This design comes from an exercise in tuning for small area, a short achievable clock period and few clock cycles on the open sky130 flow, not from production work. Where RTL was checked, it was by simulation tests only, not by an equivalence proof against the original. Power and IR drop assume default switching activity.

Design eclog_core, start of the top module:
module eclog_core (
    input  wire        clk,
    input  wire        rst,
    input  wire        in_valid,
    input  wire [7:0]  in_data,
    output reg         in_ready,
    output reg         out_valid,
    output reg  [7:0]  out_data,
    input  wire        out_ready,
    output reg         mem_req,
    output reg         mem_we,
    output reg  [10:0] mem_addr,
    output reg  [7:0]  mem_wdata,
    input  wire        mem_ready,
    input  wire [7:0]  mem_rdata
);
Size: roughly 1200 cells after synthesis, ~0.0073 mm2 of cells after synthesis.
==> flow/config.mk <==
export PLATFORM = sky130hd
export DESIGN_NAME = eclog_core
export DESIGN_NICKNAME = eclog_core
export VERILOG_FILES = /design/flow/design.v
export SDC_FILE = /design/flow/constraint.sdc
export NUM_CORES = 4
export LEC_CHECK = 0
export ABC_AREA = 1
export CAP_MARGIN = 20
export CORE_MARGIN = 2
export CORE_UTILIZATION = 70
export PLACE_DENSITY = 0.85
export SETUP_SLACK_MARGIN = 4.3
export SLEW_MARGIN = 20
==> flow/constraint.sdc <==
create_clock -name core_clock -period 7.0 [get_ports {clk}]
set_input_delay 1.4000 -clock core_clock [delete_from_list [all_inputs] [get_ports {clk}]]
set_output_delay 1.4000 -clock core_clock [all_outputs]
set_load 0.01 [all_outputs]
standard.sh (not shown) runs the stock make flow with config.mk's settings and CLKGATE_MAP_FILE= SYNTH_SCRIPT=/design/flow/synth_recipe.tcl, a recipe that flattens the netlist after the stock synthesis.
==> flow/flow/run.sh <==
#!/bin/bash
# The standard layout (standard.sh, synthesis unchanged), with the
# input and output ports buffered by sky130_fd_sc_hd__buf_2 instead of the
# delay-cell buffer ORFS picks by default. make's full output goes to
# standard.log; ORFS keeps each step's log under orfs/logs/.
set -euo pipefail
export BUFFER_PORTS_ARGS="-buffer_cell sky130_fd_sc_hd__buf_2"
bash standard.sh > standard.log 2>&1
Testbench counts at the start, summed over its fixed seeds: cycles 45,479.
Change:
==> flow/run.sh (new file) <==
#!/bin/bash
# synth_recipe.tcl (not shown) runs the flow's synth.tcl, then flattens the netlist and writes it again
# the make line also repeats each setting of config.mk as NAME=value (left out here)
make -C /OpenROAD-flow-scripts/flow DESIGN_CONFIG=/design/flow/config.mk WORK_HOME=/design/flow/orfs CLKGATE_MAP_FILE= SYNTH_SCRIPT=/design/flow/synth_recipe.tcl finish
Settings changed: CORE_UTILIZATION 70 to 40, PLACE_DENSITY 0.85 to not set.
removed: flow/flow/run.sh
removed: flow/standard.sh
Power came out higher by 11%.
Routed wire length came out higher by 4.8%.
Die area came out higher by 72%.
Change:
==> flow/flow/run.sh (new file) <==
#!/bin/bash
# The standard layout (standard.sh, synthesis unchanged), with the
# input and output ports buffered by sky130_fd_sc_hd__buf_2 instead of the
# delay-cell buffer ORFS picks by default. make's full output goes to
# standard.log; ORFS keeps each step's log under orfs/logs/.
set -euo pipefail
export BUFFER_PORTS_ARGS="-buffer_cell sky130_fd_sc_hd__buf_2"
bash standard.sh > standard.log 2>&1
==> flow/standard.sh (new file) <==
#!/bin/bash
# synth_recipe.tcl (not shown) runs the flow's synth.tcl, then flattens the netlist and writes it again
# the make line also repeats each setting of config.mk as NAME=value (left out here)
make -C /OpenROAD-flow-scripts/flow DESIGN_CONFIG=/design/flow/config.mk WORK_HOME=/design/flow/orfs CLKGATE_MAP_FILE= SYNTH_SCRIPT=/design/flow/synth_recipe.tcl "${@:-finish}"
Settings changed: CAP_MARGIN 20 to 5, CORE_UTILIZATION 40 to 60, PLACE_DENSITY set to 0.75, SLEW_MARGIN 20 to 5.
removed: flow/run.sh
Combinational power fell by 11%.
Sequential share of layout area rose by 1.5 points.
Sequential power hardly moves.
Global-route usage rose by 10 points.
Worst hold slack hardly moves.
Routed wire length fell by 7.2%.

== run a ==
Another version of the RTL of eclog_core (not shown whole).
Size in the first run: about 1,200 cells after synthesis, roughly 52 I/O pins, roughly 8100 µm² of cells after synthesis.
Design eclog_core, start of the top module:
module eclog_core (
    input  wire        clk,
    input  wire        rst,
    input  wire        in_valid,
    input  wire [7:0]  in_data,
    output wire        in_ready,
    output reg         out_valid,
    output reg  [7:0]  out_data,
    input  wire        out_ready,
    output wire        mem_req,
    output reg         mem_we,
    output reg  [10:0] mem_addr,
    output wire [7:0]  mem_wdata,
    input  wire        mem_ready,
    input  wire [7:0]  mem_rdata
);
==> flow/config.mk <==
export PLATFORM = sky130hd
export DESIGN_NAME = eclog_core
export DESIGN_NICKNAME = eclog_core
export VERILOG_FILES = /design/flow/design.v
export SDC_FILE = /design/flow/constraint.sdc
export NUM_CORES = 4
export LEC_CHECK = 0
export CAP_MARGIN = 20
export CORE_MARGIN = 2
export CORE_UTILIZATION = 40
export SLEW_MARGIN = 20
==> flow/constraint.sdc <==
create_clock -name core_clock -period 7.0 [get_ports {clk}]
set_input_delay 1.4000 -clock core_clock [delete_from_list [all_inputs] [get_ports {clk}]]
set_output_delay 1.4000 -clock core_clock [all_outputs]
set_load 0.01 [all_outputs]
run.sh (not shown) runs the stock make flow with config.mk's settings and CLKGATE_MAP_FILE= SYNTH_SCRIPT=/design/flow/synth_recipe.tcl, a recipe that flattens the netlist after the stock synthesis.
Stock flow here: none of the scripts above is used.
Run a closes out successfully: all stages finished, all timing, DRC and antenna checks passed.
The following lists how run b was set up differently from run a:
# run a
export LEC_CHECK = 0
export CAP_MARGIN = 20
export CORE_MARGIN = 2
export CORE_UTILIZATION = 40
export SLEW_MARGIN = 20
create_clock -name core_clock -period 7.0 [get_ports {clk}]
# run b
export LEC_CHECK = 0
export ABC_AREA = 0
export ABC_CLOCK_PERIOD_IN_PS = 2500
export CAP_MARGIN = 20
export CORE_MARGIN = 2
export CORE_UTILIZATION = 40
export SETUP_SLACK_MARGIN = 4.0
export SLEW_MARGIN = 20
create_clock -name core_clock -period 7.0 [get_ports {clk}]
## What came out
- Run a vs run b, type of the setup path with the least slack: flip-flop to output port vs input pin to flip-flop
- Summary of the comparison: growth of design area from synthesis to finish is higher in run b, relative to run a.
- Between run b and run a, it is run b whose critical path depth is higher, by 4.
- Delta (run b minus run a): arrival time of the worst setup path went up 0.69 ns, overall power rose 6.0%, fraction of power consumed by the clock network -0.9 points.
- Of run a and run b, the lower power per cell area belongs to run b.
- Changes observed in run b relative to run a: post-layout minimum cycle time shows a reduction of 0.98 ns; clock latency reported for the late side of the worst-skew pair shows no meaningful change; routed wire length shows an increase of about 14%.
- Run b reports a lower met3 layer usage reported by global route than run a does.
Function was not checked in any run of this note: the RTL went through the layout flow alone.

run A:
Another version of the RTL of eclog_core (not shown whole).
For scale: about 1,300 cells after synthesis, about 84 flip-flops.
Settings: LEC_CHECK=0, ABC_AREA=1, CAP_MARGIN=20, CORE_MARGIN=2, CORE_UTILIZATION=40, SETUP_SLACK_MARGIN=4.5, SLEW_MARGIN=20; clock period 7.0 ns.
Run A went all the way through synthesis, placement and routing and the layout is clean on timing, DRC and antenna.
Testbench counts of run A, summed over its fixed seeds: cycles 45,308.
Input-level comparison between run B and run A:
- changing SETUP_SLACK_MARGIN from 4.5 to 3.75
==> run notes <==
- Of run B and run A, it is run B that has the higher slew at the pin with the worst max-slew slack.
- Total wire length after detailed routing in run B vs run A: down 11%
- Run B vs run A, net switching share of the total power went down by 2.4 points.
- Of the two candidates, run A has the better final critical-path setup slack and run B the worse one.
- Run B vs run A: power down
- As of run B, summed area of non-filler cells in the final layout had fallen by more than 10% compared to run A.
### run B -> run C
- changing SETUP_SLACK_MARGIN from 3.75 to 4.0
### Flow results
- The clock skew on run B is in line with that on run C.
- The setup slack of run C exceeds that of run B by 130 ps.
- Compared with run B, run C shows a lower sequential share of layout area.
- When the final numbers for run C and run B were put side by side, the first-pass GRT wire length turned out to be greater in run C.
- Diff run B -> run C | final area | up by a few percent
- Run C vs. run B: iteration-0 DRC count of the detailed router increased 10%; minimum period implied by the final worst setup slack decreased 130 ps; part of the cycle the worst path needs decreased 1.8 points.

eclog_core with an RTL version that a note above also has.
Size: roughly 1200 cells after synthesis, ~88 flip-flops, ~52 I/O pins.
Settings: LEC_CHECK=0, ABC_AREA=1, CAP_MARGIN=20, CORE_MARGIN=2, CORE_UTILIZATION=60, CTS_BUF_LIST=sky130_fd_sc_hd__clkbuf_8, CTS_CLUSTER_DIAMETER=60, CTS_CLUSTER_SIZE=30, PLACE_DENSITY=0.75, SETUP_SLACK_MARGIN=4.3, SLEW_MARGIN=20; clock period 7.0 ns.
standard.sh (not shown) runs the stock make flow with config.mk's settings and CLKGATE_MAP_FILE= SYNTH_SCRIPT=/design/flow/synth_recipe.tcl, a recipe that flattens the netlist after the stock synthesis.
==> flow/flow/run.sh <==
#!/bin/bash
# The standard layout (standard.sh, synthesis unchanged), with the
# input and output ports buffered by sky130_fd_sc_hd__buf_2 instead of the
# delay-cell buffer ORFS picks by default. make's full output goes to
# standard.log; ORFS keeps each step's log under orfs/logs/.
set -euo pipefail
export BUFFER_PORTS_ARGS="-buffer_cell sky130_fd_sc_hd__buf_2"
bash standard.sh > standard.log 2>&1
Testbench counts at the start, summed over its fixed seeds: cycles 45,479.
Then changed:
--- a/flow/config.mk
+++ b/flow/config.mk
@@ -11,6 +11,2 @@
-export CORE_UTILIZATION = 60
-export CTS_BUF_LIST = sky130_fd_sc_hd__clkbuf_8
-export CTS_CLUSTER_DIAMETER = 60
-export CTS_CLUSTER_SIZE = 30
-export PLACE_DENSITY = 0.75
-export SETUP_SLACK_MARGIN = 4.3
+export CORE_UTILIZATION = 40
+export SETUP_SLACK_MARGIN = 4.5
The changed run finished with timing, DRC and antenna clean.
Hold slack is about the same.
Power rises by roughly a tenth.
Synthesized cell count is unchanged.
Final area rises by a little under a tenth.
Fmax rises by a few percent.
Sequential cell count does not change.
Global-route usage falls by 10 points.
Wire length rises by a few percent.
Register-to-register slack improves by 0.14 ns.
Clock power rises by a quarter to a third.
Combinational power rises by a little under a tenth.
Then changed:
==> flow/run.sh (new file) <==
#!/bin/bash
# synth_recipe.tcl (not shown) runs the flow's synth.tcl, then flattens the netlist and writes it again
# the make line also repeats each setting of config.mk as NAME=value (left out here)
make -C /OpenROAD-flow-scripts/flow DESIGN_CONFIG=/design/flow/config.mk WORK_HOME=/design/flow/orfs CLKGATE_MAP_FILE= SYNTH_SCRIPT=/design/flow/synth_recipe.tcl finish
removed: flow/flow/run.sh
removed: flow/standard.sh
Result:
- core utilization grows by 2.8 points
- wire length grows by 2.1%
- total power grows by 0.83%
Then changed:
==> flow/flow/run.sh (new file) <==
#!/bin/bash
# The standard layout (standard.sh, synthesis unchanged), with the
# input and output ports buffered by sky130_fd_sc_hd__buf_2 instead of the
# delay-cell buffer ORFS picks by default. make's full output goes to
# standard.log; ORFS keeps each step's log under orfs/logs/.
set -euo pipefail
export BUFFER_PORTS_ARGS="-buffer_cell sky130_fd_sc_hd__buf_2"
bash standard.sh > standard.log 2>&1
==> flow/standard.sh (new file) <==
#!/bin/bash
# synth_recipe.tcl (not shown) runs the flow's synth.tcl, then flattens the netlist and writes it again
# the make line also repeats each setting of config.mk as NAME=value (left out here)
make -C /OpenROAD-flow-scripts/flow DESIGN_CONFIG=/design/flow/config.mk WORK_HOME=/design/flow/orfs CLKGATE_MAP_FILE= SYNTH_SCRIPT=/design/flow/synth_recipe.tcl "${@:-finish}"
--- a/flow/config.mk
+++ b/flow/config.mk
@@ -11,2 +11,4 @@
-export CORE_UTILIZATION = 40
-export SETUP_SLACK_MARGIN = 4.5
+export CORE_UTILIZATION = 60
+export GPL_TIMING_DRIVEN = 1
+export PLACE_DENSITY = 0.75
+export SETUP_SLACK_MARGIN = 4.3
removed: flow/run.sh
What happened:
- The changed run finished with timing, DRC and antenna clean
- clock-buffer cell count came out lower by 1
- die area fell by 32%
- power is lower by 5.0%
- wire length is lower by 8.4%
- via count falls by 1.6%
Then changed:
--- a/flow/config.mk
+++ b/flow/config.mk
@@ -11,3 +11 @@
-export CORE_UTILIZATION = 60
-export GPL_TIMING_DRIVEN = 1
-export PLACE_DENSITY = 0.75
+export CORE_UTILIZATION = 40
The new run finished clean.
Non-clock buffer count came out higher by 2.
Wire length came out higher by a few percent.
Hold slack barely changes.

re-timing with driven ports:
The flow's constraints put no driver on any port. The routed layouts listed below were extracted and timed again, unchanged, in two steps. Step 1: set_driving_cell puts a clkbuf_16 on clk and a buf_2 on each other input, an assumption about the parent block. Step 2 times the ports against the registers' clock, not the clock port: input delays grow and output delays shrink by t, the midpoint of the rising clock arrivals with the driver on. Slacks: ideal ports / drivers / drivers and shift; pairs: ideal ports / drivers.
| run | shift t [ns] | setup slack, ns | latest minus earliest clock arrival (ns) | worst data-port slew with drivers (ns) | pins driven straight from the clock port |
|---|---|---|---|---|---|
| the first run of note 1 | 0.418 | 4.246 / 4.246 / 3.941 | 0.015 / 0.016 | 0.03 | 1 |
| the second run of note 1 | 0.392 | 4.345 / 4.304 / 3.995 | 0.010 / 0.010 | 0.03 | 1 |
| the third run of note 1 | 0.393 | 4.360 / 4.360 / 4.028 | 0.007 / 0.008 | 0.04 | 1 |
| run a of note 2 | 0.390 | 2.625 / 2.580 / 2.478 | 0.009 / 0.009 | 0.04 | 1 |
| run b of note 2 | 0.399 | 3.606 / 3.615 / 3.216 | 0.010 / 0.009 | 0.05 | 1 |
| run A of note 3 | 0.396 | 4.157 / 4.117 / 3.755 | 0.007 / 0.007 | 0.07 | 1 |
| run B of note 3 | 0.398 | 3.883 / 3.839 / 3.523 | 0.010 / 0.010 | 0.04 | 1 |
| run C of note 3 | 0.402 | 4.012 / 3.967 / 3.671 | 0.011 / 0.011 | 0.03 | 1 |
| the first run of note 4 | 0.421 | 4.315 / 4.315 / 3.977 | 0.011 / 0.010 | 0.05 | 1 |
| the second run of note 4 | 0.401 | 4.451 / 4.451 / 4.099 | 0.011 / 0.011 | 0.07 | 1 |
| the third run of note 4 | 0.392 | 4.355 / 4.355 / 4.125 | 0.009 / 0.010 | 0.06 | 1 |
| the fourth run of note 4 | 0.393 | 4.360 / 4.360 / 4.028 | 0.007 / 0.008 | 0.04 | 1 |
| the fifth run of note 4 | 0.395 | 4.359 / 4.359 / 4.003 | 0.008 / 0.008 | 0.04 | 1 |
After both steps every run listed still meets setup and hold. The setup slack of run A of note 3, which loses most, moves by -0.040 ns with the drivers and by -0.402 ns with both steps.
